From an optimization exercise on the open Yosys and OpenROAD flow, aimed at small area, a short achievable clock period and few clock cycles; shortcuts taken in it are not production practice. Where RTL was checked, it was by simulation tests only, not by an equivalence proof against the original. Function not checked in runs 1 to 3: the RTL went through the layout flow alone. No activity file was given, so power comes from the tool's default toggle rates.

--- design.v ---
module xcc_fifo128 (
    input  wire        clk,
    input  wire        rst,
    input  wire        p_cmd_valid,
    input  wire [15:0] p_cmd,
    input  wire [31:0] p_mdata,
    output reg         p_rsp_valid,
    output reg  [15:0] p_rsp,
    input  wire        c_cmd_valid,
    input  wire [15:0] c_cmd,
    output reg         c_rsp_valid,
    output reg  [15:0] c_rsp
);
    localparam [2:0] ST_OK      = 3'd0;
    localparam [2:0] ST_FULL    = 3'd1;
    localparam [2:0] ST_EMPTY   = 3'd2;
    localparam [2:0] ST_ILLEGAL = 3'd7;
    localparam [3:0] C_RESERVED_OPCODE  = 4'd1;
    localparam [3:0] C_RESERVED_BITS    = 4'd2;
    localparam [3:0] C_ARG_RANGE        = 4'd3;
    localparam [3:0] C_NO_GRANT         = 4'd4;
    localparam [3:0] C_GRANT_OPEN       = 4'd5;
    localparam [3:0] C_GRANT_OVERRUN    = 4'd6;
    localparam [3:0] C_GRANT_INCOMPLETE = 4'd7;
    localparam [3:0] C_NO_VIEW          = 4'd8;
    localparam [3:0] C_VIEW_OPEN        = 4'd9;
    localparam [4:0] FRAME_LAST = 5'd29;
    reg  [7:0] mem [0:127];
    reg        w_en;             
    reg  [6:0] w_addr;
    reg  [7:0] w_data;
    always @(posedge clk) begin
        if (w_en)
            mem[w_addr] <= w_data;
    end
    reg  [7:0]  p_wbin;
    reg         p_gopen;
    reg  [7:0]  p_glen;
    reg  [7:0]  p_gcnt;
    reg         p_err;
    reg  [3:0]  p_ecause;
    reg  [15:0] p_ecmd;
    reg  [7:0]  p_fr;            
    reg  [7:0]  p_rel;           
    reg  [15:0] m_code;
    reg  [31:0] m_rot0, m_rot1, m_rot2;
    reg  [31:0] m_trans0, m_trans1, m_trans2;
    reg  [6:0]  m_vld;           
    reg         e_busy;
    reg  [4:0]  e_rem;           
    reg  [7:0]  c_rbin;
    reg         c_vopen;
    reg  [7:0]  c_vlen;
    reg         c_err;
    reg  [3:0]  c_ecause;
    reg  [15:0] c_ecmd;
    reg  [6:0]  r_pa;
    reg  [6:0]  r_pidx;
    reg         r_pvalid;
    reg         r_wait;          
    wire       p_room    = (p_fr >= 8'd30);
    wire [7:0] p_fr_rel  = p_fr + p_rel;
    wire [7:0] c_avail   = p_wbin - c_rbin;
    wire [7:0] c_avail_e = c_avail + 8'd30;
    wire [7:0] e_free_now = (p_fr > 8'd98) ? 8'd128 : p_fr + 8'd30;
    reg [7:0] fb_raw;
    reg       fb_vld;
    always @(*) begin
        fb_vld = 1'b1;
        case (e_rem - 5'd1)
            5'd29: fb_raw = 8'hAA;
            5'd28: fb_raw = 8'hAA;
            5'd27: begin fb_raw = m_code[7:0];     fb_vld = m_vld[0]; end
            5'd26: begin fb_raw = m_code[15:8];    fb_vld = m_vld[0]; end
            5'd25: begin fb_raw = m_rot0[7:0];     fb_vld = m_vld[1]; end
            5'd24: begin fb_raw = m_rot0[15:8];    fb_vld = m_vld[1]; end
            5'd23: begin fb_raw = m_rot0[23:16];   fb_vld = m_vld[1]; end
            5'd22: begin fb_raw = m_rot0[31:24];   fb_vld = m_vld[1]; end
            5'd21: begin fb_raw = m_rot1[7:0];     fb_vld = m_vld[2]; end
            5'd20: begin fb_raw = m_rot1[15:8];    fb_vld = m_vld[2]; end
            5'd19: begin fb_raw = m_rot1[23:16];   fb_vld = m_vld[2]; end
            5'd18: begin fb_raw = m_rot1[31:24];   fb_vld = m_vld[2]; end
            5'd17: begin fb_raw = m_rot2[7:0];     fb_vld = m_vld[3]; end
            5'd16: begin fb_raw = m_rot2[15:8];    fb_vld = m_vld[3]; end
            5'd15: begin fb_raw = m_rot2[23:16];   fb_vld = m_vld[3]; end
            5'd14: begin fb_raw = m_rot2[31:24];   fb_vld = m_vld[3]; end
            5'd13: begin fb_raw = m_trans0[7:0];   fb_vld = m_vld[4]; end
            5'd12: begin fb_raw = m_trans0[15:8];  fb_vld = m_vld[4]; end
            5'd11: begin fb_raw = m_trans0[23:16]; fb_vld = m_vld[4]; end
            5'd10: begin fb_raw = m_trans0[31:24]; fb_vld = m_vld[4]; end
            5'd9:  begin fb_raw = m_trans1[7:0];   fb_vld = m_vld[5]; end
            5'd8:  begin fb_raw = m_trans1[15:8];  fb_vld = m_vld[5]; end
            5'd7:  begin fb_raw = m_trans1[23:16]; fb_vld = m_vld[5]; end
            5'd6:  begin fb_raw = m_trans1[31:24]; fb_vld = m_vld[5]; end
            5'd5:  begin fb_raw = m_trans2[7:0];   fb_vld = m_vld[6]; end
            5'd4:  begin fb_raw = m_trans2[15:8];  fb_vld = m_vld[6]; end
            5'd3:  begin fb_raw = m_trans2[23:16]; fb_vld = m_vld[6]; end
            5'd2:  begin fb_raw = m_trans2[31:24]; fb_vld = m_vld[6]; end
            default: fb_raw = 8'h55;
        endcase
    end
    wire [7:0] frame_next = fb_raw & {8{fb_vld}};
    wire [3:0] p_op  = p_cmd[15:12];
    wire [3:0] p_rsv = p_cmd[11:8];
    wire [7:0] p_arg = p_cmd[7:0];
    reg        p_illegal;
    reg  [3:0] p_cause;
    always @(*) begin
        p_illegal = 1'b1;
        p_cause   = C_RESERVED_OPCODE;
        case (p_op)
            4'h1: begin  
                if (p_rsv != 4'd0)                      p_cause = C_RESERVED_BITS;
                else if (p_gopen)                       p_cause = C_GRANT_OPEN;
                else if (p_arg == 8'd0 || p_arg > 8'd128) p_cause = C_ARG_RANGE;
                else                                    p_illegal = 1'b0;
            end
            4'h2: begin  
                if (p_rsv != 4'd0)                      p_cause = C_RESERVED_BITS;
                else if (!p_gopen)                      p_cause = C_NO_GRANT;
                else if (p_gcnt == p_glen)              p_cause = C_GRANT_OVERRUN;
                else                                    p_illegal = 1'b0;
            end
            4'h3: begin  
                if (p_cmd[11:0] != 12'd0)               p_cause = C_RESERVED_BITS;
                else if (!p_gopen)                      p_cause = C_NO_GRANT;
                else if (p_gcnt != p_glen)              p_cause = C_GRANT_INCOMPLETE;
                else                                    p_illegal = 1'b0;
            end
            4'h4: begin  
                if (p_cmd[11:0] != 12'd0)               p_cause = C_RESERVED_BITS;
                else if (!p_gopen)                      p_cause = C_NO_GRANT;
                else                                    p_illegal = 1'b0;
            end
            4'h8: begin  
                if (p_rsv != 4'd0)                      p_cause = C_RESERVED_BITS;
                else if (p_arg > 8'd6)                  p_cause = C_ARG_RANGE;
                else if (p_arg == 8'd0 && p_mdata[31:16] != 16'd0) p_cause = C_ARG_RANGE;
                else                                    p_illegal = 1'b0;
            end
            4'h9: begin  
                if (p_cmd[11:0] != 12'd0)               p_cause = C_RESERVED_BITS;
                else if (p_gopen)                       p_cause = C_GRANT_OPEN;
                else                                    p_illegal = 1'b0;
            end
            4'hF: begin  
                if (p_rsv != 4'd0)                      p_cause = C_RESERVED_BITS;
                else if (p_arg > 8'd5)                  p_cause = C_ARG_RANGE;
                else                                    p_illegal = 1'b0;
            end
            default: ;
        endcase
    end
    wire p_take  = p_cmd_valid && !e_busy;
    wire p_ok    = p_take && !p_illegal;
    wire p_full  = p_arg > p_fr;                   
    wire p_grant = p_ok && p_op == 4'h1 && !p_full;
    wire p_put   = p_ok && p_op == 4'h2;
    wire p_cmt   = p_ok && p_op == 4'h3;
    wire p_cncl  = p_ok && p_op == 4'h4;
    wire p_ld    = p_ok && p_op == 4'h8;
    wire p_emit  = p_ok && p_op == 4'h9;
    wire e_start = p_take && p_cmd == 16'h9000 && !p_gopen && p_room;
    wire e_last  = e_busy && e_rem == 5'd0;
    reg [7:0] p_status_data;
    always @(*) begin
        case (p_arg[2:0])
            3'd0:    p_status_data = {p_err, 2'b00, p_gopen, p_ecause & {4{p_err}}};
            3'd1:    p_status_data = p_ecmd[7:0] & {8{p_err}};
            3'd2:    p_status_data = p_ecmd[15:8] & {8{p_err}};
            3'd3:    p_status_data = p_fr;
            3'd4:    p_status_data = p_glen;
            default: p_status_data = p_gcnt;
        endcase
    end
    reg [7:0] p_rdata;
    reg [2:0] p_rst;
    always @(*) begin
        p_rst = ST_OK;
        case (p_op)
            4'h1:    begin p_rdata = p_fr; if (p_full) p_rst = ST_FULL; end
            4'h2:    p_rdata = p_glen - p_gcnt - 8'd1;
            4'h3:    p_rdata = p_glen;
            4'h4:    p_rdata = p_gcnt;
            4'h8:    p_rdata = p_arg;
            4'h9:    begin p_rdata = p_fr; p_rst = ST_FULL; end
            default: p_rdata = p_status_data;
        endcase
        if (p_illegal) begin
            p_rdata = {4'd0, p_cause};
            p_rst   = ST_ILLEGAL;
        end
        if (e_busy) begin
            p_rdata = e_free_now;
            p_rst   = ST_OK;
        end
    end
    always @(posedge clk) begin
        p_rsp <= {p_rdata, 5'b00000, p_rst};
    end
    always @(posedge clk) begin
        if (p_ld) begin
            case (p_arg[2:0])
                3'd0: m_code   <= p_mdata[15:0];
                3'd1: m_rot0   <= p_mdata;
                3'd2: m_rot1   <= p_mdata;
                3'd3: m_rot2   <= p_mdata;
                3'd4: m_trans0 <= p_mdata;
                3'd5: m_trans1 <= p_mdata;
                default: m_trans2 <= p_mdata;
            endcase
        end
    end
    always @(posedge clk) begin
        if (p_take && p_illegal && !p_err) begin
            p_ecause <= p_cause;
            p_ecmd   <= p_cmd;
        end
    end
    always @(posedge clk) begin
        if (rst) begin
            p_wbin      <= 8'd0;
            p_gopen     <= 1'b0;
            p_glen      <= 8'd0;
            p_gcnt      <= 8'd0;
            p_err       <= 1'b0;
            p_fr        <= 8'd128;
            m_vld       <= 7'd0;
            e_busy      <= 1'b0;
            w_en        <= 1'b0;
            p_rsp_valid <= 1'b0;
        end else begin
            p_rsp_valid <= e_busy ? e_last : (p_cmd_valid && !e_start);
            w_en        <= e_start || p_put || (e_busy && !e_last);
            p_fr        <= p_fr_rel;
            if (p_take && p_illegal)
                p_err <= 1'b1;
            if (p_ld)
                m_vld[p_arg[2:0]] <= 1'b1;
            if (p_grant) begin
                p_gopen <= 1'b1;
                p_glen  <= p_arg;
                p_gcnt  <= 8'd0;
            end
            if (p_put)
                p_gcnt  <= p_gcnt + 8'd1;
            if (p_cmt || p_cncl) begin
                p_gopen <= 1'b0;
                p_glen  <= 8'd0;
                p_gcnt  <= 8'd0;
            end
            if (p_cmt) begin
                p_wbin  <= p_wbin + p_glen;
                p_fr    <= p_fr_rel - p_glen;
            end
            if (p_emit && !p_room)
                m_vld   <= 7'd0;
            if (e_start) begin
                p_wbin  <= p_wbin + 8'd30;
                p_fr    <= p_fr_rel - 8'd30;
                e_busy  <= 1'b1;
                e_rem   <= FRAME_LAST;
            end
            if (e_busy) begin
                e_rem   <= e_rem - 5'd1;
                if (e_last) begin
                    e_busy <= 1'b0;
                    m_vld  <= 7'd0;
                end
            end
        end
    end
    always @(posedge clk) begin
        if (e_busy) begin
            w_addr <= w_addr + 7'd1;
            w_data <= frame_next;
        end else if (e_start) begin
            w_addr <= p_wbin[6:0];
            w_data <= 8'hAA;
        end else if (p_put) begin
            w_addr <= (p_gcnt == 8'd0) ? p_wbin[6:0] : w_addr + 7'd1;
            w_data <= p_arg;
        end
    end
    wire [3:0] c_op  = c_cmd[15:12];
    wire [3:0] c_rsv = c_cmd[11:8];
    wire [7:0] c_arg = c_cmd[7:0];
    reg        c_illegal;
    reg  [3:0] c_cause;
    always @(*) begin
        c_illegal = 1'b1;
        c_cause   = C_RESERVED_OPCODE;
        case (c_op)
            4'h1: begin  
                if (c_cmd[11:0] != 12'd0)               c_cause = C_RESERVED_BITS;
                else if (c_vopen)                       c_cause = C_VIEW_OPEN;
                else                                    c_illegal = 1'b0;
            end
            4'h2: begin  
                if (c_rsv != 4'd0)                      c_cause = C_RESERVED_BITS;
                else if (!c_vopen)                      c_cause = C_NO_VIEW;
                else if (c_arg >= c_vlen)               c_cause = C_ARG_RANGE;
                else                                    c_illegal = 1'b0;
            end
            4'h3: begin  
                if (c_rsv != 4'd0)                      c_cause = C_RESERVED_BITS;
                else if (!c_vopen)                      c_cause = C_NO_VIEW;
                else if (c_arg > c_vlen)                c_cause = C_ARG_RANGE;
                else                                    c_illegal = 1'b0;
            end
            4'hF: begin  
                if (c_rsv != 4'd0)                      c_cause = C_RESERVED_BITS;
                else if (c_arg > 8'd4)                  c_cause = C_ARG_RANGE;
                else                                    c_illegal = 1'b0;
            end
            default: ;
        endcase
    end
    reg [7:0] c_status_data;
    always @(*) begin
        case (c_arg[2:0])
            3'd0:    c_status_data = {c_err, 2'b00, c_vopen, c_ecause & {4{c_err}}};
            3'd1:    c_status_data = c_ecmd[7:0] & {8{c_err}};
            3'd2:    c_status_data = c_ecmd[15:8] & {8{c_err}};
            3'd3:    c_status_data = c_avail;
            default: c_status_data = c_vlen;
        endcase
    end
    reg  [7:0] r_mem;
    integer ri;
    always @(*) begin
        r_mem = 8'd0;
        for (ri = 0; ri < 128; ri = ri + 1)
            r_mem = r_mem | (mem[ri] & {8{r_pa == ri[6:0]}});
    end
    wire       r_fwd   = w_en && (w_addr == r_pa);
    wire [7:0] r_data  = r_fwd ? w_data : r_mem;
    wire [6:0] r_dist  = r_pa - w_addr - 7'd1;
    wire       r_ahead = e_busy && (r_dist < {2'b00, e_rem});
    wire       r_hit   = r_pvalid && (c_arg[6:0] == r_pidx) && !r_ahead;
    wire c_take = c_cmd_valid && !r_wait;
    wire c_ok   = c_take && !c_illegal;
    wire c_try  = c_ok && c_op == 4'h1;
    wire c_peek = c_ok && c_op == 4'h2;
    wire c_rel  = c_ok && c_op == 4'h3;
    wire c_open = c_try && (e_start || c_avail != 8'd0);
    wire [7:0] c_tavail = e_start ? c_avail_e : c_avail;
    reg [7:0] c_rdata;
    reg [2:0] c_rst;
    always @(*) begin
        c_rst = ST_OK;
        case (c_op)
            4'h1:    begin c_rdata = c_tavail; if (!e_start && c_avail == 8'd0) c_rst = ST_EMPTY; end
            4'h2:    c_rdata = r_data;
            4'h3:    c_rdata = c_arg;
            default: c_rdata = c_status_data;
        endcase
        if (c_illegal) begin
            c_rdata = {4'd0, c_cause};
            c_rst   = ST_ILLEGAL;
        end
        if (r_wait) begin
            c_rdata = r_data;
            c_rst   = ST_OK;
        end
    end
    always @(posedge clk) begin
        c_rsp <= {c_rdata, 5'b00000, c_rst};
    end
    always @(posedge clk) begin
        if (c_take && c_illegal && !c_err) begin
            c_ecause <= c_cause;
            c_ecmd   <= c_cmd;
        end
    end
    always @(posedge clk) begin
        if ((r_wait && !r_ahead) || (c_peek && r_hit)) begin
            r_pa   <= r_pa + 7'd1;
            r_pidx <= r_pidx + 7'd1;
        end else if (c_peek) begin
            r_pa   <= c_rbin[6:0] + c_arg[6:0];
            r_pidx <= c_arg[6:0];
        end else if (c_try) begin
            r_pa   <= c_rbin[6:0];
            r_pidx <= 7'd0;
        end
    end
    always @(posedge clk) begin
        if (rst) begin
            c_rbin      <= 8'd0;
            c_vopen     <= 1'b0;
            c_vlen      <= 8'd0;
            c_err       <= 1'b0;
            r_pvalid    <= 1'b0;
            r_wait      <= 1'b0;
            p_rel       <= 8'd0;
            c_rsp_valid <= 1'b0;
        end else begin
            c_rsp_valid <= r_wait ? !r_ahead : (c_cmd_valid && !(c_peek && !r_hit));
            p_rel       <= c_rel ? c_arg : 8'd0;
            if (c_take && c_illegal)
                c_err <= 1'b1;
            if (c_try)
                r_pvalid <= 1'b1;
            if (c_open) begin
                c_vopen <= 1'b1;
                c_vlen  <= c_tavail;
            end
            if (c_peek && !r_hit)
                r_wait  <= 1'b1;
            if (r_wait && !r_ahead)
                r_wait  <= 1'b0;
            if (c_rel) begin
                c_rbin   <= c_rbin + c_arg;
                c_vopen  <= 1'b0;
                c_vlen   <= 8'd0;
                r_pvalid <= 1'b0;
            end
        end
    end
endmodule
--- run.sh ---
#!/bin/bash
# synth_recipe.tcl (not shown) runs the flow's synth.tcl, then flattens the netlist and writes it again
# the make line also repeats each setting of config.mk as NAME=value (left out here)
make -C /OpenROAD-flow-scripts/flow DESIGN_CONFIG=/design/flow/config.mk WORK_HOME=/design/flow/orfs CLKGATE_MAP_FILE= SYNTH_SCRIPT=/design/flow/synth_recipe.tcl finish
--- config.mk ---
export PLATFORM = sky130hd
export DESIGN_NAME = xcc_fifo128
export DESIGN_NICKNAME = xcc_fifo128
export VERILOG_FILES = /design/flow/design.v
export SDC_FILE = /design/flow/constraint.sdc
export NUM_CORES = 4
export LEC_CHECK = 0
export CAP_MARGIN = 20
export CORE_MARGIN = 2
export CORE_UTILIZATION = 40
export SETUP_SLACK_MARGIN = 4.3
export SLEW_MARGIN = 20
--- constraint.sdc ---
create_clock -name core_clock -period 7.0 [get_ports {clk}]
set_input_delay 1.4000 -clock core_clock [delete_from_list [all_inputs] [get_ports {clk}]]
set_output_delay 1.4000 -clock core_clock [all_outputs]
set_load 0.01 [all_outputs]
==> results of run 1 <==
[per-layer routing]
metal / share of wire (%) / GRT usage (%) / vias to the layer above
met5: 0.080 / 0 / -
met3: 15 / 15.5 / 963
met1: 36 / 48.9 / 23200
met2: 41 / 53.0 / 4105
li1: - / - / 17800
met4: 7.9 / 23.5 / 14
[layout by cell type, fill, tap and decap left out, drive strengths merged, types with 16 or more instances in the layout]
master | synthesis | layout
nor2b | 29 | 29
nand2b | 29 | 29
inv | 88 | 92
a22oi | 320 | 320
a32o | 18 | 18
nand2 | 227 | 228
and3 | 87 | 93
a21o | 20 | 20
mux2i | 43 | 43
buf | 68 | 682
clkdlybuf4s50 | 0 | 17
xor2 | 23 | 23
and2 | 32 | 34
dfxtp | 93 | 93
xnor2 | 56 | 56
clkbuf | 125 | 201
a22o | 50 | 50
a222oi | 36 | 36
a31oi | 18 | 18
nand4 | 77 | 77
o21ai | 71 | 72
clkinv | 1 | 60
ha | 95 | 95
a2111oi | 26 | 26
or4 | 16 | 17
a21oi | 121 | 121
a211oi | 17 | 17
a221oi | 33 | 33
nor4 | 55 | 55
nand3 | 162 | 162
nor2 | 368 | 369
edfxtp | 1304 | 1304
a32oi | 105 | 105
nor3 | 50 | 50
o211ai | 16 | 16
[what timing repair did]
| item | 4_1_cts | 5_1_grt |
|---|---|---|
| cloned | 28 | 5 |
| resized for setup | 1065 | 224 |
| endpoints found under the setup margin | 1026 | 682 |
| pin swaps | 240 | 145 |
| hold endpoints to repair | 0 | 0 |
| buffers inserted | 271 | 80 |
[final cells by class]
cell class | instances | area [sq um]
inverter | 89 | 365
fill | 12000 | 68800
antenna | 13 | 32.5
timing repair buffer | 724 | 7230
clock inverter | 80 | 826
sequential | 1397 | 41100
clock buffer | 187 | 3940
tap | 1917 | 2400
multi-input combinational | 2435 | 20400
[flip-flops by register name, summed over array words and instances, names as in the netlist, 10 cells and up]
| signal | flops |
|---|---|
| mem | 1024 |
| m_code | 16 |
| c_rsp | 10 |
| m_rot0 | 32 |
| m_trans0 | 32 |
| p_rsp | 10 |
| c_ecmd | 16 |
| m_trans2 | 32 |
| m_rot1 | 32 |
| m_rot2 | 32 |
| m_trans1 | 32 |
| p_ecmd | 16 |
[cell families after synthesis]
family                     share of synthesized area, %
AOI/OAI and AO/OA                                  12.0
xor gates and xnor gates                           1.19
adders and majority gates                          2.28
buffers and inverters                              2.10
DFF                                                70.4
muxes                                             0.933
other                                           0.00644
and+or+nand+nor                                    11.0
[per-stage QoR]
stage | util (%) | instances
after floorplan | - | 4101
after global placement | 43.8 | 6177
after detailed placement | 43.9 | 6178
after CTS | 51.5 | 6744
after global routing | 52.6 | 6829
final | 52.6 | 6842
[power breakdown]
group | total [uW] | leakage [uW] | switching [uW] | internal [uW]
clock | 7850 | 0.00230 | 3510 | 4340
sequential | 9030 | 0.0125 | 7.86 | 9020
combinational | 318 | 0.0109 | 201 | 117
[worst register-to-register path, delay by kind of cell, from the launching register on]
kind                     cells  cell delay (ns)
AND/OR/NAND/NOR              6             1.95
buffers and inverters        6             0.96
flip-flops                   1             0.45
AO/OA/AOI/OAI                2             0.34
adder cells (fa/ha/maj)      1             0.19
[how the worst min path moves through the flow]
stage                  start       end  slack [ns]
floorplan           r_pvalid  r_pvalid        0.43
global placement    r_pvalid  r_pvalid        0.46
detailed placement  r_pvalid  r_pvalid        0.46
CTS                 r_pvalid  r_pvalid        0.47
global route        r_pvalid  r_pvalid        0.49
finish              r_pvalid  r_pvalid        0.47
==> impl_metrics.csv, run 1 <==
group,metric,value,unit
place,dp_hpwl,186,mm
route,wire_per_inst,41.8,um
setup_path,cp-end-kind,"flip-flop",
setup_path,rr_endpoint,"c_rsp[13]",
floorplan,rows,140,
power_and_ir_drop,powerDensity,226,nW/um^2
place,port_buffers,91,
flow_run,cap_violations,0,
sta,hold_viol,0,
yosys,postSynthCellCount,4092,
layout,final_layout_size_suffix_gt1_share,32.8,%
sta,period_share,56.9,%
status,status,"no timing/DRC/antenna violations",
route,routed_wl,286,mm
power_and_ir_drop,ir_drop,0.000215,V
setup_path,cp-startpoint,"r_pa[1]",
yosys,ys_top_cells_by_count,"edfxtp_1 (1,304), nor2_1 (367), a22oi_1 (320), nand2_1 (227), nand3_1 (162)",
floorplan,core,145000,sq um
setup_path,start_kind,"flip-flop",
layout,fin_nets,4967,
yosys,yosys_most_used_dff,"edfxtp_1",
yosys,synth.top_cell.area_share,67.2,%
sta,slew_headroom,17.4,%
setup_path,worst_path_dominant_cell_family,"simple AND/OR/NAND/NOR gates",
sta,setup_viol,0,
yosys,syn_avg_cell_area,14.2,sq um
route,drtIter0Drc,8615,
grt,track_usage,37.9,%
hold_path,hold_class,"flip-flop to flip-flop",
setup_path,cp_data_arrival_time,4.70,ns
cts,hold_buffers,0,
grt,overflow,0,
setup_path,reg2reg_depth,15,
grt,grt_pass1_vias,42400,
yosys,synth.most_common_cell,"edfxtp_1",
grt,antenna_found_initial,19,
layout,area_growth,31.0,%
setup_path,crit_chain,"buf_4 -> buf_6 -> ha_4 -> buf_12 -> buf_16 -> nor4bb_2 -> buf_4 -> nand3_1 -> nand4_1 -> nor4_2 -> nand4_1 -> nor4_4 -> buf_6 -> o32ai_2 -> a32o_1",
cts,cts_buffer_depth,3,
cts,cts_buffers,150,
yosys,synth_top_cell_by_area,"edfxtp_1",
yosys,synth_warnings,1,
sta,fin_crit,3.99,ns
route,routed_via_density,6.74,
cts,clock-sinks,1397,
floorplan,start_util,40.1,%
floorplan,fp.dieH,386,um
floorplan,die_area,149000,sq um
sta,final_max_slew_viol_count,0,
grt,grt_start_max_net_pins,130,
setup_path,path_max_fanout,6,
route,first_pass_iters,8,
place,dp_slack,1.43,ns
yosys,synth_area,58200,sq um
setup_path,slowest_delay,0.50,ns
sta,fmax,0.251,GHz
setup_path,worst-path-buf-inv,6,
setup_path,critPathKind,"flip-flop to flip-flop",
sta,holdWs,0.470,ns
cts,clk_pin_slew_worst_paths,0.06,ns
layout,design_area,76300,sq um
setup_path,worstSetupPathDepth,15,
setup_path,reg2reg_from,"r_pa[1]",
sta,skew,0.0413,ns
cts,cts_htree_levels,4,
route,drc,0,
yosys,ys_types,89,
setup_path,worstSetupEndpoint,"c_rsp[13]",
cts,cts_root_buf,"clkbuf_16",
hold_path,holdPathStages,2,
grt,grt_pass1_wl,378,mm
sta,tns,0,ns
floorplan,fp.dieW,386,um
sta,rsz0062_at_grt,"yes",
yosys,synth_edf_count,1304,
yosys,yosys-top-cells-area,"edfxtp_1 (67%), a22oi_1 (4.1%), dfxtp_1 (3.2%), nor2_1 (2.4%), ha_1 (2.0%)",
setup_path,required,7.71,ns
sta,tightest_slew,1.23,ns
yosys,ys_ff_latch,1397,
route,vias,46100,
setup_path,cp_slowest_cell,"nand4_1",
place,globalplace.congestion,1.09,
yosys,synth_seq_area_share,70.4,%
yosys,ys_async_sr_fraction,0,%
floorplan,io_pins,102,
route,ant_nets,0,
power_and_ir_drop,finalPower,17200,uW
place,place_area,63600,sq um
power_and_ir_drop,cellLeakagePower,0.0257,uW
setup_path,r2r_slack,3.01,ns
cts,clk_latency,0.84,ns
cts,tritoncts,"built",
sta,final.setup.worst_slack,3.01,ns
==> inputs of run 2 (changes only) <==
--- a/design.v
+++ b/design.v
@@ -59,4 +59,5 @@
     reg         r_pvalid;
     reg         r_wait;          
+    reg         r_ready;         
     wire       p_room    = (p_fr >= 8'd30);
     wire [7:0] p_fr_rel  = p_fr + p_rel;
@@ -104,62 +105,49 @@
     wire [3:0] p_rsv = p_cmd[11:8];
     wire [7:0] p_arg = p_cmd[7:0];
-    reg        p_illegal;
+    wire p_rz  = (p_rsv == 4'd0);
+    wire p_az  = (p_arg == 8'd0);
+    wire p_nz  = p_rz && p_az;                     
+    wire p_mhz = (p_mdata[31:16] == 16'd0);
+    wire p_gfull = (p_gcnt == p_glen);
+    wire p_is_g = (p_op == 4'h1);
+    wire p_is_p = (p_op == 4'h2);
+    wire p_is_c = (p_op == 4'h3);
+    wire p_is_x = (p_op == 4'h4);
+    wire p_is_l = (p_op == 4'h8);
+    wire p_is_e = (p_op == 4'h9);
+    wire p_is_s = (p_op == 4'hF);
+    wire p_ok_g = p_is_g && p_rz && !p_gopen && !p_az && (p_arg <= 8'd128);
+    wire p_ok_p = p_is_p && p_rz && p_gopen && !p_gfull;
+    wire p_ok_c = p_is_c && p_nz && p_gopen && p_gfull;
+    wire p_ok_x = p_is_x && p_nz && p_gopen;
+    wire p_ok_l = p_is_l && p_rz && (p_arg <= 8'd6) && (!p_az || p_mhz);
+    wire p_ok_e = p_is_e && p_nz && !p_gopen;
+    wire p_ok_s = p_is_s && p_rz && (p_arg <= 8'd5);
+    wire p_illegal = !(p_ok_g || p_ok_p || p_ok_c || p_ok_x || p_ok_l || p_ok_e || p_ok_s);
     reg  [3:0] p_cause;
     always @(*) begin
-        p_illegal = 1'b1;
-        p_cause   = C_RESERVED_OPCODE;
-        case (p_op)
-            4'h1: begin  
-                if (p_rsv != 4'd0)                      p_cause = C_RESERVED_BITS;
-                else if (p_gopen)                       p_cause = C_GRANT_OPEN;
-                else if (p_arg == 8'd0 || p_arg > 8'd128) p_cause = C_ARG_RANGE;
-                else                                    p_illegal = 1'b0;
-            end
-            4'h2: begin  
-                if (p_rsv != 4'd0)                      p_cause = C_RESERVED_BITS;
-                else if (!p_gopen)                      p_cause = C_NO_GRANT;
-                else if (p_gcnt == p_glen)              p_cause = C_GRANT_OVERRUN;
-                else                                    p_illegal = 1'b0;
-            end
-            4'h3: begin  
-                if (p_cmd[11:0] != 12'd0)               p_cause = C_RESERVED_BITS;
-                else if (!p_gopen)                      p_cause = C_NO_GRANT;
-                else if (p_gcnt != p_glen)              p_cause = C_GRANT_INCOMPLETE;
-                else                                    p_illegal = 1'b0;
-            end
-            4'h4: begin  
-                if (p_cmd[11:0] != 12'd0)               p_cause = C_RESERVED_BITS;
-                else if (!p_gopen)                      p_cause = C_NO_GRANT;
-                else                                    p_illegal = 1'b0;
-            end
-            4'h8: begin  
-                if (p_rsv != 4'd0)                      p_cause = C_RESERVED_BITS;
-                else if (p_arg > 8'd6)                  p_cause = C_ARG_RANGE;
-                else if (p_arg == 8'd0 && p_mdata[31:16] != 16'd0) p_cause = C_ARG_RANGE;
-                else                                    p_illegal = 1'b0;
-            end
-            4'h9: begin  
-                if (p_cmd[11:0] != 12'd0)               p_cause = C_RESERVED_BITS;
-                else if (p_gopen)                       p_cause = C_GRANT_OPEN;
-                else                                    p_illegal = 1'b0;
-            end
-            4'hF: begin  
-                if (p_rsv != 4'd0)                      p_cause = C_RESERVED_BITS;
-                else if (p_arg > 8'd5)                  p_cause = C_ARG_RANGE;
-                else                                    p_illegal = 1'b0;
-            end
-            default: ;
-        endcase
+        p_cause = C_RESERVED_OPCODE;
+        if (p_is_g || p_is_p || p_is_l || p_is_s) begin
+            if (!p_rz)                          p_cause = C_RESERVED_BITS;
+            else if (p_is_g && p_gopen)         p_cause = C_GRANT_OPEN;
+            else if (p_is_p && !p_gopen)        p_cause = C_NO_GRANT;
+            else if (p_is_p)                    p_cause = C_GRANT_OVERRUN;
+            else                                p_cause = C_ARG_RANGE;
+        end else if (p_is_c || p_is_x || p_is_e) begin
+            if (!p_nz)                          p_cause = C_RESERVED_BITS;
+            else if (p_is_e)                    p_cause = C_GRANT_OPEN;
+            else if (!p_gopen)                  p_cause = C_NO_GRANT;
+            else                                p_cause = C_GRANT_INCOMPLETE;
+        end
     end
     wire p_take  = p_cmd_valid && !e_busy;
-    wire p_ok    = p_take && !p_illegal;
     wire p_full  = p_arg > p_fr;                   
-    wire p_grant = p_ok && p_op == 4'h1 && !p_full;
-    wire p_put   = p_ok && p_op == 4'h2;
-    wire p_cmt   = p_ok && p_op == 4'h3;
-    wire p_cncl  = p_ok && p_op == 4'h4;
-    wire p_ld    = p_ok && p_op == 4'h8;
-    wire p_emit  = p_ok && p_op == 4'h9;
-    wire e_start = p_take && p_cmd == 16'h9000 && !p_gopen && p_room;
+    wire p_grant = p_take && p_ok_g && !p_full;
+    wire p_put   = p_take && p_ok_p;
+    wire p_cmt   = p_take && p_ok_c;
+    wire p_cncl  = p_take && p_ok_x;
+    wire p_ld    = p_take && p_ok_l;
+    wire p_emit  = p_take && p_ok_e;
+    wire e_start = p_emit && p_room;
     wire e_last  = e_busy && e_rem == 5'd0;
     reg [7:0] p_status_data;
@@ -286,34 +274,26 @@
     wire [3:0] c_rsv = c_cmd[11:8];
     wire [7:0] c_arg = c_cmd[7:0];
-    reg        c_illegal;
+    wire c_rz  = (c_rsv == 4'd0);
+    wire c_nz  = (c_cmd[11:0] == 12'd0);           
+    wire c_is_t = (c_op == 4'h1);
+    wire c_is_p = (c_op == 4'h2);
+    wire c_is_r = (c_op == 4'h3);
+    wire c_is_s = (c_op == 4'hF);
+    wire c_ok_t = c_is_t && c_nz && !c_vopen;
+    wire c_ok_p = c_is_p && c_rz && c_vopen && (c_arg < c_vlen);
+    wire c_ok_r = c_is_r && c_rz && c_vopen && (c_arg <= c_vlen);
+    wire c_ok_s = c_is_s && c_rz && (c_arg <= 8'd4);
+    wire c_illegal = !(c_ok_t || c_ok_p || c_ok_r || c_ok_s);
     reg  [3:0] c_cause;
     always @(*) begin
-        c_illegal = 1'b1;
-        c_cause   = C_RESERVED_OPCODE;
-        case (c_op)
-            4'h1: begin  
-                if (c_cmd[11:0] != 12'd0)               c_cause = C_RESERVED_BITS;
-                else if (c_vopen)                       c_cause = C_VIEW_OPEN;
-                else                                    c_illegal = 1'b0;
-            end
-            4'h2: begin  
-                if (c_rsv != 4'd0)                      c_cause = C_RESERVED_BITS;
-                else if (!c_vopen)                      c_cause = C_NO_VIEW;
-                else if (c_arg >= c_vlen)               c_cause = C_ARG_RANGE;
-                else                                    c_illegal = 1'b0;
-            end
-            4'h3: begin  
-                if (c_rsv != 4'd0)                      c_cause = C_RESERVED_BITS;
-                else if (!c_vopen)                      c_cause = C_NO_VIEW;
-                else if (c_arg > c_vlen)                c_cause = C_ARG_RANGE;
-                else                                    c_illegal = 1'b0;
-            end
-            4'hF: begin  
-                if (c_rsv != 4'd0)                      c_cause = C_RESERVED_BITS;
-                else if (c_arg > 8'd4)                  c_cause = C_ARG_RANGE;
-                else                                    c_illegal = 1'b0;
-            end
-            default: ;
-        endcase
+        c_cause = C_RESERVED_OPCODE;
+        if (c_is_t) begin
+            if (!c_nz)                          c_cause = C_RESERVED_BITS;
+            else                                c_cause = C_VIEW_OPEN;
+        end else if (c_is_p || c_is_r || c_is_s) begin
+            if (!c_rz)                          c_cause = C_RESERVED_BITS;
+            else if (!c_is_s && !c_vopen)       c_cause = C_NO_VIEW;
+            else                                c_cause = C_ARG_RANGE;
+        end
     end
     reg [7:0] c_status_data;
@@ -338,10 +318,12 @@
     wire [6:0] r_dist  = r_pa - w_addr - 7'd1;
     wire       r_ahead = e_busy && (r_dist < {2'b00, e_rem});
-    wire       r_hit   = r_pvalid && (c_arg[6:0] == r_pidx) && !r_ahead;
+    wire [6:0] r_bdist = c_rbin[6:0] - w_addr - 7'd1;
+    wire       r_bahead = e_busy && (r_bdist < {2'b00, e_rem});
+    wire       r_hit   = r_pvalid && (c_arg[6:0] == r_pidx);
+    wire       r_done  = r_wait && r_ready;
     wire c_take = c_cmd_valid && !r_wait;
-    wire c_ok   = c_take && !c_illegal;
-    wire c_try  = c_ok && c_op == 4'h1;
-    wire c_peek = c_ok && c_op == 4'h2;
-    wire c_rel  = c_ok && c_op == 4'h3;
+    wire c_try  = c_take && c_ok_t;
+    wire c_peek = c_take && c_ok_p;
+    wire c_rel  = c_take && c_ok_r;
     wire c_open = c_try && (e_start || c_avail != 8'd0);
     wire [7:0] c_tavail = e_start ? c_avail_e : c_avail;
@@ -375,5 +357,5 @@
     end
     always @(posedge clk) begin
-        if ((r_wait && !r_ahead) || (c_peek && r_hit)) begin
+        if (r_done || (c_peek && r_hit)) begin
             r_pa   <= r_pa + 7'd1;
             r_pidx <= r_pidx + 7'd1;
@@ -394,13 +376,15 @@
             r_pvalid    <= 1'b0;
             r_wait      <= 1'b0;
+            r_ready     <= 1'b0;
             p_rel       <= 8'd0;
             c_rsp_valid <= 1'b0;
         end else begin
-            c_rsp_valid <= r_wait ? !r_ahead : (c_cmd_valid && !(c_peek && !r_hit));
+            c_rsp_valid <= r_wait ? r_ready : (c_cmd_valid && !(c_peek && !r_hit));
+            r_ready     <= r_wait && !r_ready && !r_ahead;
             p_rel       <= c_rel ? c_arg : 8'd0;
             if (c_take && c_illegal)
                 c_err <= 1'b1;
             if (c_try)
-                r_pvalid <= 1'b1;
+                r_pvalid <= !r_bahead;
             if (c_open) begin
                 c_vopen <= 1'b1;
@@ -409,6 +393,8 @@
             if (c_peek && !r_hit)
                 r_wait  <= 1'b1;
-            if (r_wait && !r_ahead)
-                r_wait  <= 1'b0;
+            if (r_done) begin
+                r_wait   <= 1'b0;
+                r_pvalid <= 1'b1;
+            end
             if (c_rel) begin
                 c_rbin   <= c_rbin + c_arg;
==> run 2 against run 1 <==
  * Clock skew increased by 0.019 ns
  * Core utilization increased by 0.47 points
  * Non-clock buffer count increased by 43
  * Combinational power increased by 9.4%
  * Flip-flop and latch count increased by 1
  * Synthesized cell count increased by 4.8%
  * Wire length increased by 4.7%
  * Critical path type unchanged
  * Critical endpoint is now c_rsp[9]
  * Largest power group unchanged
==> impl_metrics.csv, run 2 <==
group,metric,value,unit
status,status,"no timing/DRC/antenna violations",
setup_path,slowest_delay,0.76,ns
setup_path,reg2reg_depth,12,
cts,hold_buffers,0,
route,dr_wl_met2,122,mm
power_and_ir_drop,switching_share,21.3,%
sta,hold_viol,0,
setup_path,cp-end-kind,"flip-flop",
place,dp_hpwl,184,mm
cts,cts_htree_levels,4,
layout,layout_commonest_cell,"edfxtp_1",
grt,grt_start_max_net_pins,130,
yosys,ys_async_sr_fraction,0,%
setup_path,cp_data_arrival_time,4.68,ns
yosys,synth_warnings,1,
sta,rsz0062_at_grt,"yes",
sta,fin_crit,3.99,ns
floorplan,io_pins,102,
layout,largest_reg_flops,1024,
power_and_ir_drop,ir_drop,0.000274,V
setup_path,required,7.69,ns
power_and_ir_drop,intPower,14100,uW
setup_path,crit_chain,"inv_2 -> ha_4 -> nand2b_1 -> buf_6 -> nor2_1 -> buf_4 -> a32oi_1 -> nand4_1 -> nor3_1 -> nand3_1 -> nor4_4 -> o32ai_2",
hold_path,hold_class,"flip-flop to flip-flop",
flow_run,cap_violations,0,
floorplan,start_util,40.2,%
yosys,yosys_most_used_dff,"edfxtp_1",
yosys,postSynthCellCount,4288,
sta,slew_headroom,14.0,%
grt,track_usage,38.1,%
sta,fmax,0.251,GHz
grt,grt_pass1_vias,43800,
floorplan,rows,141,
setup_path,cp-startpoint,"r_pa[1]",
layout,regMostFlops,"mem",
place,globalplace.congestion,1.11,
setup_path,path_max_fanout,10,
setup_path,start_kind,"flip-flop",
sta,period_share,57.0,%
route,highest_layer,"met5",
layout,filler_cell_count,12100,
route,ant_nets,0,
cts,cts_buffer_depth,3,
sta,skew,0.0600,ns
yosys,yosys-top-cells-area,"edfxtp_1 (66%), dfxtp_1 (3.2%), nand3_1 (2.8%), a32oi_1 (2.2%), ha_1 (2.2%)",
cts,clk_pin_slew_worst_paths,0.06,ns
cts,tritoncts,"built",
floorplan,fp.dieW,389,um
yosys,synth.top_cell.area_share,66.2,%
power_and_ir_drop,p_clk_share,47.7,%
layout,final_layout_size_suffix_gt1_share,32.0,%
floorplan,fp.dieH,389,um
setup_path,critPathKind,"flip-flop to flip-flop",
yosys,ys_top_cells_by_count,"edfxtp_1 (1,304), nor2_1 (335), nand3_1 (334), clkbuf_1 (200), and3_1 (162)",
layout,area_growth,32.1,%
cts,clock-sinks,1398,
yosys,synth_seq_area_share,69.4,%
route,wire_per_inst,42.5,um
setup_path,cp_slowest_cell,"nor4_4",
cts,cts_root_buf,"clkbuf_16",
route,met3_wirelength,46.9,mm
route,met1_length,106,mm
floorplan,core,147000,sq um
route,drc,0,
route,routed_via_density,6.90,
sta,final_max_slew_viol_count,0,
power_and_ir_drop,switching_power,3830,uW
floorplan,die_area,151000,sq um
layout,final_cells,7045,
yosys,synth_edf_count,1304,
yosys,ys_ff_latch,1398,
cts,clk_latency,0.84,ns
power_and_ir_drop,cellLeakagePower,0.0271,uW
sta,tns,0,ns
yosys,synth.most_common_cell,"edfxtp_1",
layout,layout_common_cells,"edfxtp_1 (1,304), buf_4 (446), nand3_1 (304), nor2_1 (185), clkbuf_16 (166)",
layout,fin_nets,5148,
grt,overflow,0,
cts,cts_buffers,153,
yosys,syn_avg_cell_area,13.8,sq um
route,drtIter0Drc,8834,
power_and_ir_drop,powerDensity,230,nW/um^2
grt,grt_pass1_wl,389,mm
yosys,synth_top_cell_by_area,"edfxtp_1",
hold_path,holdPathStages,2,
route,first_pass_iters,9,
place,port_buffers,91,
hold_path,hold_start,"m_vld[5]",
sta,final.setup.worst_slack,3.01,ns
yosys,ys_types,86,
yosys,synth_area,59200,sq um
layout,fin_util,53.1,%
grt,antenna_found_initial,22,
power_and_ir_drop,p_seq_share,50.3,%
route,routed_wl,300,mm
setup_path,reg2reg_from,"r_pa[1]",
place,dp_slack,1.80,ns
sta,tightest_slew,1.29,ns
sta,setup_viol,0,
place,dp_cells,6267,
sta,holdWs,0.493,ns
power_and_ir_drop,comb_power_share,1.9,%
route,vias,48600,
==> run 2: worst paths after layout <==
check        endpoint  slack [ns]
min          m_vld[5]        0.49
max reg2reg  c_rsp[9]        3.01
max          c_rsp[9]        3.01
min reg2reg  m_vld[5]        0.49
==> run 2: power by group through the flow <==
stage	Sequential [uW]	Combinational [uW]	Clock, uW
5_1_grt	9040	365	8860
2_1_floorplan	9220	122	0
4_1_cts	9040	317	8540
3_5_place_dp	9220	245	0
3_3_place_gp	9220	244	0
6_report	9040	348	8570
==> run 2: stage by stage <==
| step | total power, uW | area (sq um) |
|---|---|---|
| floorplan | 9340 | 60000 |
| global placement | 9470 | 64200 |
| detailed placement | 9470 | 64300 |
| CTS | 17900 | 75100 |
| global route | 18300 | 78100 |
| finish | 18000 | 78100 |
==> run 2: critical path: cells and delay by family (launching register included) <==
| kind | cells | cell delay (ns) |
|---|---|---|
| buffers and inverters | 3 | 0.53 |
| DFF | 1 | 0.50 |
| adders and majority gates | 1 | 0.20 |
| AOI/OAI and AO/OA | 2 | 0.46 |
| and+or+nand+nor | 6 | 2.11 |
==> run 2: final cells by class <==
cell class,count,area [sq um],share of cell area [%]
antenna,21,52.6,0.0672
clock buffer,178,3950,5.06
clock inverter,103,1300,1.67
inverter,105,455,0.583
multi-input combinational,2543,20800,26.6
sequential,1398,41100,52.6
tap,1930,2410,3.09
timing repair buffer,767,8070,10.3
==> run 2: what timing repair did <==
item                                    in CTS  in global routing
endpoints found under the setup margin    1045                766
pin swaps                                  163                179
resized for setup                          897                346
buffers inserted                           297                139
cloned                                      26                 14
==> run 2: layer usage <==
layer / global-route usage (%) / vias to the layer above
met5: 0 / -
met4: 25.6 / 12
met3: 15.2 / 1142
met2: 52.7 / 4681
met1: 49.1 / 24200
li1: - / 18500
==> run 2: logic make-up after synthesis <==
family                   Yosys count  synth area share [%]
AND/OR/NAND/NOR                 1434                  12.7
flip-flops                      1398                  69.4
other                              1               0.00634
adder cells (fa/ha/maj)          113                  2.49
AO/OA/AOI/OAI                    838                  10.8
multiplexers                      52                 0.905
XOR/XNOR                          84                  1.24
buffers and inverters            368                  2.54
==> inputs of run 3 (changes only) <==
--- a/design.v
+++ b/design.v
@@ -307,11 +307,23 @@
         endcase
     end
-    reg  [7:0] r_mem;
-    integer ri;
-    always @(*) begin
-        r_mem = 8'd0;
-        for (ri = 0; ri < 128; ri = ri + 1)
-            r_mem = r_mem | (mem[ri] & {8{r_pa == ri[6:0]}});
-    end
+    wire [7:0] r_l1 [0:31];
+    wire [7:0] r_l2 [0:7];
+    wire [7:0] r_l3 [0:1];
+    genvar gi;
+    generate
+        for (gi = 0; gi < 32; gi = gi + 1) begin : g_l1
+            xcc_fifo128_mux4 u_m (.a(mem[4*gi]), .b(mem[4*gi+1]), .c(mem[4*gi+2]),
+                                  .d(mem[4*gi+3]), .s(r_pa[1:0]), .y(r_l1[gi]));
+        end
+        for (gi = 0; gi < 8; gi = gi + 1) begin : g_l2
+            xcc_fifo128_mux4 u_m (.a(r_l1[4*gi]), .b(r_l1[4*gi+1]), .c(r_l1[4*gi+2]),
+                                  .d(r_l1[4*gi+3]), .s(r_pa[3:2]), .y(r_l2[gi]));
+        end
+        for (gi = 0; gi < 2; gi = gi + 1) begin : g_l3
+            xcc_fifo128_mux4 u_m (.a(r_l2[4*gi]), .b(r_l2[4*gi+1]), .c(r_l2[4*gi+2]),
+                                  .d(r_l2[4*gi+3]), .s(r_pa[5:4]), .y(r_l3[gi]));
+        end
+    endgenerate
+    wire [7:0] r_mem = r_pa[6] ? r_l3[1] : r_l3[0];
     wire       r_fwd   = w_en && (w_addr == r_pa);
     wire [7:0] r_data  = r_fwd ? w_data : r_mem;
@@ -406,2 +418,12 @@
     end
 endmodule
+module xcc_fifo128_mux4 (
+    input  wire [7:0] a,
+    input  wire [7:0] b,
+    input  wire [7:0] c,
+    input  wire [7:0] d,
+    input  wire [1:0] s,
+    output wire [7:0] y
+);
+    assign y = s[1] ? (s[0] ? d : c) : (s[0] ? b : a);
+endmodule
--- a/config.mk
+++ b/config.mk
@@ -9,4 +9,5 @@
 export CORE_MARGIN = 2
 export CORE_UTILIZATION = 40
-export SETUP_SLACK_MARGIN = 4.3
+export SETUP_SLACK_MARGIN = 4.0
 export SLEW_MARGIN = 20
+export TNS_END_PERCENT = 5
==> run 3 against run 2 <==
  * Highest routed layer unchanged
  * Largest power group unchanged
  * Critical endpoint is now m_rot2[13]
  * Clock skew down 0.0091 ns
  * Synthesized area up 0.91%
  * Setup slack better by 0.74 ns
  * Via count down 27%
  * Critical path depth down 3
  * Largest cell class unchanged
  * First-iteration DRC count down 56%
  * Die area up 0.90%
  * Sequential share of layout area up 4.6 points
==> impl_metrics.csv, run 3 <==
group,metric,value,unit
setup_path,path_max_fanout,16,
yosys,synth-simple-area-share,6.44,%
cts,clk_pin_slew_worst_paths,0.06,ns
grt,overflow,0,
setup_path,slowest_delay,0.60,ns
setup_path,rr_endpoint,"mem[114][2]",
route,ant_nets,0,
yosys,synth_area,59700,sq um
layout,largest_reg_flops,1024,
yosys,synth.top_cell.area_share,65.6,%
power_and_ir_drop,p_clk_share,44.8,%
sta,tightest_slew,1.25,ns
cts,cts_buffer_depth,3,
yosys,synth_mux_area_share,12.8,%
cts,cts_buffers,146,
power_and_ir_drop,switching_share,20.6,%
place,dp_hpwl,97.1,mm
route,drtIter0Drc,3924,
setup_path,start_kind,"input port",
sta,skew,0.0510,ns
power_and_ir_drop,intPower,13400,uW
yosys,synth_warnings,1,
yosys,synth_seq_area_share,68.7,%
power_and_ir_drop,switching_power,3480,uW
yosys,ys_top_cells_by_count,"edfxtp_1 (1,304), nor2_1 (301), mux4_2 (299), nand2_1 (156), a21oi_1 (117)",
yosys,synthAdderAreaFrac,2.38,%
power_and_ir_drop,finalPower,16900,uW
setup_path,cp_slowest_cell,"and3_2",
layout,final_layout_size_suffix_gt1_share,26.9,%
yosys,synth.most_common_cell,"edfxtp_1",
sta,setup_viol,0,
floorplan,rows,141,
route,dr_wl_met2,79.6,mm
place,globalplace.congestion,0.888,
yosys,synth_xor_xnor_area_share,1.25,%
route,met3_wirelength,13.1,mm
grt,grt_start_max_net_pins,91,
yosys,synth_top_cell_by_area,"edfxtp_1",
route,met1_length,69.6,mm
setup_path,cp_data_arrival_time,3.66,ns
floorplan,io_pins,102,
floorplan,core,148000,sq um
setup_path,reg2reg_from,"w_addr[4]",
power_and_ir_drop,cellLeakagePower,0.0235,uW
place,dp_cells,5521,
route,routed_via_density,5.91,
sta,final_max_slew_viol_count,0,
status,status,"no timing/DRC/antenna violations",
route,highest_layer,"met5",
cts,tritoncts,"built",
cts,clock-sinks,1398,
route,wire_per_inst,27.8,um
grt,track_usage,21.6,%
setup_path,reg2reg_depth,4,
sta,period_share,46.4,%
setup_path,required,7.42,ns
layout,area_growth,20.2,%
route,routed_wl,167,mm
route,first_pass_iters,7,
grt,antenna_found_initial,2,
yosys,ys_ff_latch,1398,
yosys,yosys_most_used_dff,"edfxtp_1",
layout,filler_cell_count,12100,
layout,layout_common_cells,"edfxtp_1 (1,304), mux4_2 (299), nor2_1 (273), buf_4 (182), clkbuf_16 (158)",
sta,hold_viol,0,
floorplan,die_area,152000,sq um
cts,clk_latency,0.78,ns
power_and_ir_drop,powerDensity,235,nW/um^2
setup_path,crit_chain,"buf_12 -> or4_4 -> buf_4 -> nor3_4 -> o311ai_4 -> a21oi_4 -> buf_12 -> buf_4 -> and3_2",
setup_path,worst-path-buf-inv,4,
yosys,yosys-top-cells-area,"edfxtp_1 (66%), mux4_2 (11%), dfxtp_1 (3.2%), ha_1 (2.1%), nor2_1 (1.9%)",
power_and_ir_drop,p_seq_share,53.5,%
sta,tns,0,ns
hold_path,holdPathStages,2,
route,drc,0,
yosys,synth_edf_count,1304,
floorplan,fp.dieH,390,um
layout,regMostFlops,"mem",
route,vias,35500,
cts,cts_htree_levels,4,
setup_path,worst_path_dominant_cell_family,"simple AND/OR/NAND/NOR gates",
setup_path,r2r_slack,3.78,ns
yosys,synth_compound_area_share,6.17,%
hold_path,hold_start,"p_wbin[0]",
layout,final_cells,6011,
flow_run,cap_violations,0,
floorplan,fp.dieW,390,um
power_and_ir_drop,comb_power_share,1.6,%
yosys,syn_avg_cell_area,16.5,sq um
yosys,ys_types,86,
hold_path,hold_end,"p_wbin[0]",
setup_path,critPathKind,"input port to flip-flop",
yosys,ys_async_sr_fraction,0,%
yosys,postSynthCellCount,3620,
grt,grt_pass1_wl,242,mm
layout,layout_commonest_cell,"edfxtp_1",
layout,fin_nets,4137,
sta,slew_headroom,16.5,%
power_and_ir_drop,ir_drop,0.000252,V
sta,fmax,0.308,GHz
sta,rsz0062_at_grt,"yes",
cts,cts_root_buf,"clkbuf_16",
hold_path,hold_class,"flip-flop to flip-flop",
sta,fin_crit,3.25,ns
setup_path,cp-end-kind,"flip-flop",
grt,grt_pass1_vias,34700,
floorplan,start_util,40.3,%
place,port_buffers,91,
yosys,synth_top_family_by_area,"multiplexers",
## run 3: cell count changes after synthesis, sizes merged, moves of 35 or more
cell | before | now
a2111oi | 46 | 8
nand3 | 334 | 93
a32oi | 149 | 18
mux4 | 1 | 299
and3 | 162 | 29
nand4 | 125 | 37
clkbuf | 200 | 115
a22oi | 155 | 56
nor2 | 336 | 301
## run 3: layer usage
layer  track usage, %  vias up
li1                 -    15200
met1             30.2    18400
met2             34.8     1622
met3             3.83      285
met4             6.16        2
met5                0        -
## run 3: worst max path at each step
stage                         start          end  slack [ns]  cells past startpoint
after floorplan            p_cmd[6]  p_ecause[0]        3.21                      6
after global placement     p_cmd[4]    w_data[4]        1.92                      8
after detailed placement   p_cmd[1]    w_data[4]        1.74                     10
after CTS                 c_rsp[11]    c_rsp[11]        3.73                      1
after global routing      w_addr[4]  mem[114][2]        3.72                      4
final                      p_cmd[4]   m_rot2[13]        3.75                      9
## run 3: worst reg2reg max path: stages (launching register included)
cell and delay [ns]:
edfxtp_1 0.69, inv_1 0.29, nor2_1 0.61, nand3_1 0.47, nor2_1 0.79
## run 3: power by group through the flow
stage / Combinational [uW] / Clock, uW / Sequential, uW
2_1_floorplan: 108 / 0 / 9220
3_3_place_gp: 225 / 0 / 9220
3_5_place_dp: 228 / 0 / 9220
4_1_cts: 250 / 7680 / 9040
5_1_grt: 291 / 8010 / 9040
6_report: 275 / 7570 / 9040
## run 3: area by class of cell
cell class / instances / area (sq um) / share of cell area [%]
sequential: 1398 / 41100 / 57.2
multi-input combinational: 1937 / 19000 / 26.4
timing repair buffer: 376 / 4300 / 5.98
clock buffer: 191 / 3980 / 5.55
tap: 1930 / 2410 / 3.36
clock inverter: 77 / 678 / 0.944
inverter: 101 / 393 / 0.547
antenna: 1 / 2.50 / 0.00349
## run 3: per-stage QoR
step	hold WS (ns)	util (%)	cell area, sq um	setup slack [ns]
final	0.490	48.5	71800	3.75
after global routing	0.509	48.5	71800	3.72
after CTS	0.486	47.6	70500	3.73
after detailed placement	0.470	42.4	62800	1.74
after global placement	0.458	42.4	62800	1.92
after floorplan	0.437	-	59800	3.21
## run 3: kinds of logic (layout without fill, tap and decap cells)
| logic type | after synthesis | after routing |
|---|---|---|
| AO/OA/AOI/OAI | 535 | 536 |
| XOR/XNOR | 85 | 85 |
| adder cells (fa/ha/maj) | 109 | 109 |
| buffers and inverters | 301 | 745 |
| flip-flops | 1398 | 1398 |
| multiplexers | 388 | 388 |
| other | 1 | 11 |
| AND/OR/NAND/NOR | 803 | 809 |
## run 3: timing repair
action,4_1_cts,5_1_grt
hold buffers,0,0
endpoints found under the setup margin,522,927
pin swaps,72,60
endpoints found under the hold margin,0,0
gates resized for setup,407,167
setup buffers,123,62
gates cloned,30,6
==> inputs of run 4 (changes only) <==
--- a/design.v
+++ b/design.v
@@ -62,4 +62,7 @@
     wire       p_room    = (p_fr >= 8'd30);
     wire [7:0] p_fr_rel  = p_fr + p_rel;
+    wire [7:0] p_wadd    = p_gopen ? p_glen : 8'd30;
+    wire [7:0] p_wbin_add = p_wbin + p_wadd;
+    wire [7:0] p_fr_sub  = p_fr_rel - p_wadd;
     wire [7:0] c_avail   = p_wbin - c_rbin;
     wire [7:0] c_avail_e = c_avail + 8'd30;
@@ -239,12 +242,12 @@
             end
             if (p_cmt) begin
-                p_wbin  <= p_wbin + p_glen;
-                p_fr    <= p_fr_rel - p_glen;
+                p_wbin  <= p_wbin_add;
+                p_fr    <= p_fr_sub;
             end
             if (p_emit && !p_room)
                 m_vld   <= 7'd0;
             if (e_start) begin
-                p_wbin  <= p_wbin + 8'd30;
-                p_fr    <= p_fr_rel - 8'd30;
+                p_wbin  <= p_wbin_add;
+                p_fr    <= p_fr_sub;
                 e_busy  <= 1'b1;
                 e_rem   <= FRAME_LAST;
@@ -327,11 +330,7 @@
     wire [7:0] r_mem = r_pa[6] ? r_l3[1] : r_l3[0];
     wire       r_fwd   = w_en && (w_addr == r_pa);
-    wire [7:0] r_data  = r_fwd ? w_data : r_mem;
-    wire [6:0] r_dist  = r_pa - w_addr - 7'd1;
-    wire       r_ahead = e_busy && (r_dist < {2'b00, e_rem});
-    wire [6:0] r_bdist = c_rbin[6:0] - w_addr - 7'd1;
-    wire       r_bahead = e_busy && (r_bdist < {2'b00, e_rem});
     wire       r_hit   = r_pvalid && (c_arg[6:0] == r_pidx);
     wire       r_done  = r_wait && r_ready;
+    wire [7:0] c_rbin_arg = c_rbin + c_arg;
     wire c_take = c_cmd_valid && !r_wait;
     wire c_try  = c_take && c_ok_t;
@@ -340,4 +339,5 @@
     wire c_open = c_try && (e_start || c_avail != 8'd0);
     wire [7:0] c_tavail = e_start ? c_avail_e : c_avail;
+    wire c_mem = (r_wait || (c_is_p && !c_illegal)) && !r_fwd;
     reg [7:0] c_rdata;
     reg [2:0] c_rst;
@@ -346,5 +346,5 @@
         case (c_op)
             4'h1:    begin c_rdata = c_tavail; if (!e_start && c_avail == 8'd0) c_rst = ST_EMPTY; end
-            4'h2:    c_rdata = r_data;
+            4'h2:    c_rdata = w_data;
             4'h3:    c_rdata = c_arg;
             default: c_rdata = c_status_data;
@@ -355,10 +355,10 @@
         end
         if (r_wait) begin
-            c_rdata = r_data;
+            c_rdata = w_data;
             c_rst   = ST_OK;
         end
     end
     always @(posedge clk) begin
-        c_rsp <= {c_rdata, 5'b00000, c_rst};
+        c_rsp <= {c_mem ? r_mem : c_rdata, 5'b00000, c_rst};
     end
     always @(posedge clk) begin
@@ -373,5 +373,5 @@
             r_pidx <= r_pidx + 7'd1;
         end else if (c_peek) begin
-            r_pa   <= c_rbin[6:0] + c_arg[6:0];
+            r_pa   <= c_rbin_arg[6:0];
             r_pidx <= c_arg[6:0];
         end else if (c_try) begin
@@ -393,10 +393,10 @@
         end else begin
             c_rsp_valid <= r_wait ? r_ready : (c_cmd_valid && !(c_peek && !r_hit));
-            r_ready     <= r_wait && !r_ready && !r_ahead;
+            r_ready     <= r_wait && !r_ready && !e_busy;
             p_rel       <= c_rel ? c_arg : 8'd0;
             if (c_take && c_illegal)
                 c_err <= 1'b1;
             if (c_try)
-                r_pvalid <= !r_bahead;
+                r_pvalid <= !e_busy;
             if (c_open) begin
                 c_vopen <= 1'b1;
@@ -410,5 +410,5 @@
             end
             if (c_rel) begin
-                c_rbin   <= c_rbin + c_arg;
+                c_rbin   <= c_rbin_arg;
                 c_vopen  <= 1'b0;
                 c_vlen   <= 8'd0;
==> flow/run.sh (new file) <==
#!/bin/bash
# The standard layout (the standard.sh, standard synthesis included),
# with the port buffers that buffer_ports inserts made buf_4 cells instead
# of the weakest buffer it picks by default. Every port still gets its own
# buffer. make's full output goes to standard_flow.log here; ORFS's own
# per-step logs are under orfs/logs.
set -euo pipefail
export BUFFER_PORTS_ARGS="-buffer_cell sky130_fd_sc_hd__buf_4"
bash standard.sh "BUFFER_PORTS_ARGS=-buffer_cell sky130_fd_sc_hd__buf_4" finish > standard_flow.log 2>&1
==> standard.sh (new file) <==
#!/bin/bash
# synth_recipe.tcl (not shown) runs the flow's synth.tcl, then flattens the netlist and writes it again
# the make line also repeats each setting of config.mk as NAME=value (left out here)
make -C /OpenROAD-flow-scripts/flow DESIGN_CONFIG=/design/flow/config.mk WORK_HOME=/design/flow/orfs CLKGATE_MAP_FILE= SYNTH_SCRIPT=/design/flow/synth_recipe.tcl "${@:-finish}"
removed: run.sh
==> run 4 against run 3 <==
  * Clock-buffer cell count increased by 3
  * Synthesized cell count decreased by 6.1%
  * Register-to-register slack about the same
  * Core utilization decreased by 1.4 points
  * Via count decreased by 6.4%
  * Cell count decreased by 5.9%
  * Flip-flop and latch count unchanged
  * Combinational power decreased by 9.5%
  * Setup slack improved by 0.035 ns
  * Wire length decreased by 5.1%
  * Worst hold slack improved by 0.016 ns
  * Critical path type is now flip-flop to flip-flop
==> impl_metrics.csv, run 4 <==
group,metric,value,unit
setup_path,cp-end-kind,"flip-flop",
route,wire_per_inst,28.0,um
sta,holdWs,0.506,ns
layout,layout_common_cells,"edfxtp_1 (1,304), mux4_2 (317), nor2_1 (227), buf_4 (211), clkbuf_16 (150)",
yosys,synth.most_common_cell,"edfxtp_1",
setup_path,slowest_delay,0.51,ns
setup_path,crit_top_cell,"buf_12",
floorplan,rows,140,
layout,final_layout_size_suffix_gt1_share,25.8,%
yosys,postSynthCellCount,3398,
grt,antenna_found_initial,3,
sta,final.setup.worst_slack,3.79,ns
cts,cts_root_buf,"clkbuf_16",
yosys,ys_async_sr_fraction,0,%
yosys,yosys_most_used_dff,"edfxtp_1",
setup_path,critPathKind,"flip-flop to flip-flop",
cts,cts_buffers,144,
sta,slew_headroom,20.9,%
yosys,synth_seq_area_share,69.9,%
sta,tns,0,ns
layout,layout_commonest_cell,"edfxtp_1",
sta,rsz0062_at_grt,"yes",
grt,track_usage,20.8,%
setup_path,start_kind,"flip-flop",
sta,setup_viol,0,
layout,largest_reg_flops,1024,
yosys,synth_top_cell_by_area,"edfxtp_1",
cts,clk_pin_slew_worst_paths,0.06,ns
grt,overflow,0,
sta,fin_crit,3.21,ns
setup_path,required,7.64,ns
flow_run,cap_violations,0,
power_and_ir_drop,ir_drop,0.000179,V
status,status,"no timing/DRC/antenna violations",
place,globalplace.congestion,0.884,
route,drc,0,
cts,tritoncts,"built",
layout,regMostFlops,"mem",
cts,cts_htree_levels,4,
place,dp_hpwl,93.7,mm
route,routed_wl,158,mm
floorplan,core,146000,sq um
sta,hold_viol,0,
yosys,synth_area,58700,sq um
grt,grt_start_max_net_pins,87,
setup_path,cp_slowest_cell,"mux4_2",
setup_path,path_max_fanout,17,
route,ant_nets,0,
layout,area_growth,16.9,%
power_and_ir_drop,cellLeakagePower,0.0224,uW
hold_path,hold_class,"flip-flop to flip-flop",
yosys,syn_avg_cell_area,17.3,sq um
layout,fin_nets,3782,
floorplan,fp.dieW,387,um
sta,skew,0.0445,ns
route,drtIter0Drc,3926,
place,dp_slack,2.40,ns
sta,final_max_slew_viol_count,0,
route,vias,33300,
yosys,synth.top_cell.area_share,66.7,%
yosys,ys_types,86,
yosys,synth_warnings,1,
floorplan,die_area,150000,sq um
floorplan,io_pins,102,
cts,clock-sinks,1398,
floorplan,start_util,40.3,%
cts,cts_buffer_depth,3,
grt,grt_pass1_wl,230,mm
grt,grt_pass1_vias,32400,
sta,period_share,45.9,%
route,routed_via_density,5.88,
yosys,ys_top_cells_by_count,"edfxtp_1 (1,304), mux4_2 (317), nor2_1 (246), nand2_1 (133), clkbuf_1 (117)",
setup_path,cp_data_arrival_time,3.85,ns
route,first_pass_iters,6,
sta,tightest_slew,1.19,ns
power_and_ir_drop,powerDensity,243,nW/um^2
sta,fmax,0.311,GHz
floorplan,fp.dieH,387,um
yosys,synth_edf_count,1304,
cts,clk_latency,0.78,ns
setup_path,crit_chain,"buf_4 -> buf_12 -> buf_12 -> buf_12 -> mux4_2 -> a22o_1 -> a221oi_4 -> o22ai_1 -> a221o_1 -> a221oi_2 -> o31ai_1",
yosys,yosys-top-cells-area,"edfxtp_1 (67%), mux4_2 (12%), dfxtp_1 (3.2%), ha_1 (1.7%), nor2_1 (1.6%)",
place,port_buffers,91,
yosys,ys_ff_latch,1398,
## run 4: timing repair
| item | in CTS | in global routing |
|---|---|---|
| hold buffers | 0 | 0 |
| resized for setup | 168 | 99 |
| cloned | 20 | 5 |
| setup endpoints to repair | 462 | 802 |
| pin swaps | 31 | 25 |
| setup buffers | 57 | 46 |
## run 4: path summary, 6_finish.rpt
path	startpoint	to	slack, ns	cells past startpoint
worst min-delay path	c_rbin[7]	c_rbin[7]	0.51	2
worst max-delay path	r_pa[0]	c_rsp[15]	3.79	11
worst max register to register	r_pa[0]	c_rsp[15]	3.79	11
worst min register to register	c_rbin[7]	c_rbin[7]	0.51	2
## run 4: worst max-delay path, delay by kind of cell (launching register included)
kind	cells	cell delay, ns
muxes	1	0.51
AOI/OAI and AO/OA	6	1.60
DFF	1	0.36
buffers and inverters	4	0.58
## run 4: stage by stage
| step | power [uW] | area [sq um] | util, % | cells |
|---|---|---|---|---|
| final | 16700 | 68600 | 47.1 | 5655 |
| after CTS | 16800 | 67800 | 46.5 | 5601 |
| after detailed placement | 9440 | 61500 | 42.2 | 5271 |
| after floorplan | 9330 | 58900 | - | 3407 |
| after global placement | 9440 | 61500 | 42.2 | 5271 |
| after global routing | 17100 | 68600 | 47.1 | 5654 |
## run 4: layout make-up
class,instances,area [sq um]
Antenna cell,2,5.00
Multi-Input combinational cell,1738,17500
Timing Repair Buffer,270,2890
Tap cell,1917,2400
Clock inverter,59,567
Fill cell,12200,77100
Inverter,77,308
Clock buffer,194,3920
Sequential cell,1398,41100
## run 4: per-layer routing
metal	vias to the layer above	part of all wire (%)	track usage, %
met5	-	0	0
met4	0	2.8	6.20
met3	263	7.8	3.77
li1	14200	-	-
met2	1480	48	33.3
met1	17300	42	29.2
## run 4: cell families after synthesis
family	Yosys count	synth area share [%]
other	1	0.00638
adders and majority gates	85	1.89
AOI/OAI and AO/OA	483	6.05
buffers and inverters	275	2.05
and+or+nand+nor	694	5.67
xor gates and xnor gates	79	1.18
DFF	1398	69.9
muxes	383	13.3
## run 4: power breakdown
| group | total (uW) | internal [uW] | switching, uW |
|---|---|---|---|
| combinational | 249 | 92.1 | 157 |
| clock | 7390 | 4200 | 3190 |
| sequential | 9040 | 9030 | 9.72 |
| total | 16700 | 13300 | 3360 |
Testbench counts of run 4, summed over its fixed seeds: cycles 6,942.

## port drivers added, routing unchanged
The flow's constraints put no driver on any port. The routed layouts listed below were extracted and timed again, unchanged, in two steps. Step 1 (the two cells are an assumption about what drives the block):
set clk [get_ports {clk}]
set_driving_cell -lib_cell sky130_fd_sc_hd__clkbuf_16 $clk
set_driving_cell -lib_cell sky130_fd_sc_hd__buf_2 [delete_from_list [all_inputs] $clk]
Step 2, shift: input delay + t, output delay - t, t = (earliest + latest rising clock arrival at the registers) / 2. This alone moves slack from input paths to output paths. Slacks: ideal / step 1 / step 2; pairs: ideal / step 1.
| run | t, ns | slack for setup (ns) | slew at the worst register clock pin (ns) | worst slew at a driven data input, ns |
|---|---|---|---|---|
| run 1 | 0.891 | 3.014 / 3.014 / 2.767 | 0.07 / 0.07 | 0.12 |
| run 2 | 0.900 | 3.011 / 3.011 / 2.903 | 0.07 / 0.07 | 0.07 |
| run 3 | 0.845 | 3.753 / 3.699 / 2.947 | 0.06 / 0.06 | 0.07 |
| run 4 | 0.838 | 3.788 / 3.788 / 2.988 | 0.06 / 0.06 | 0.09 |
After both steps every run listed still meets setup and hold. For run 3, which loses most, drivers alone change the setup slack by -0.054 ns; drivers and shift together by -0.806 ns.
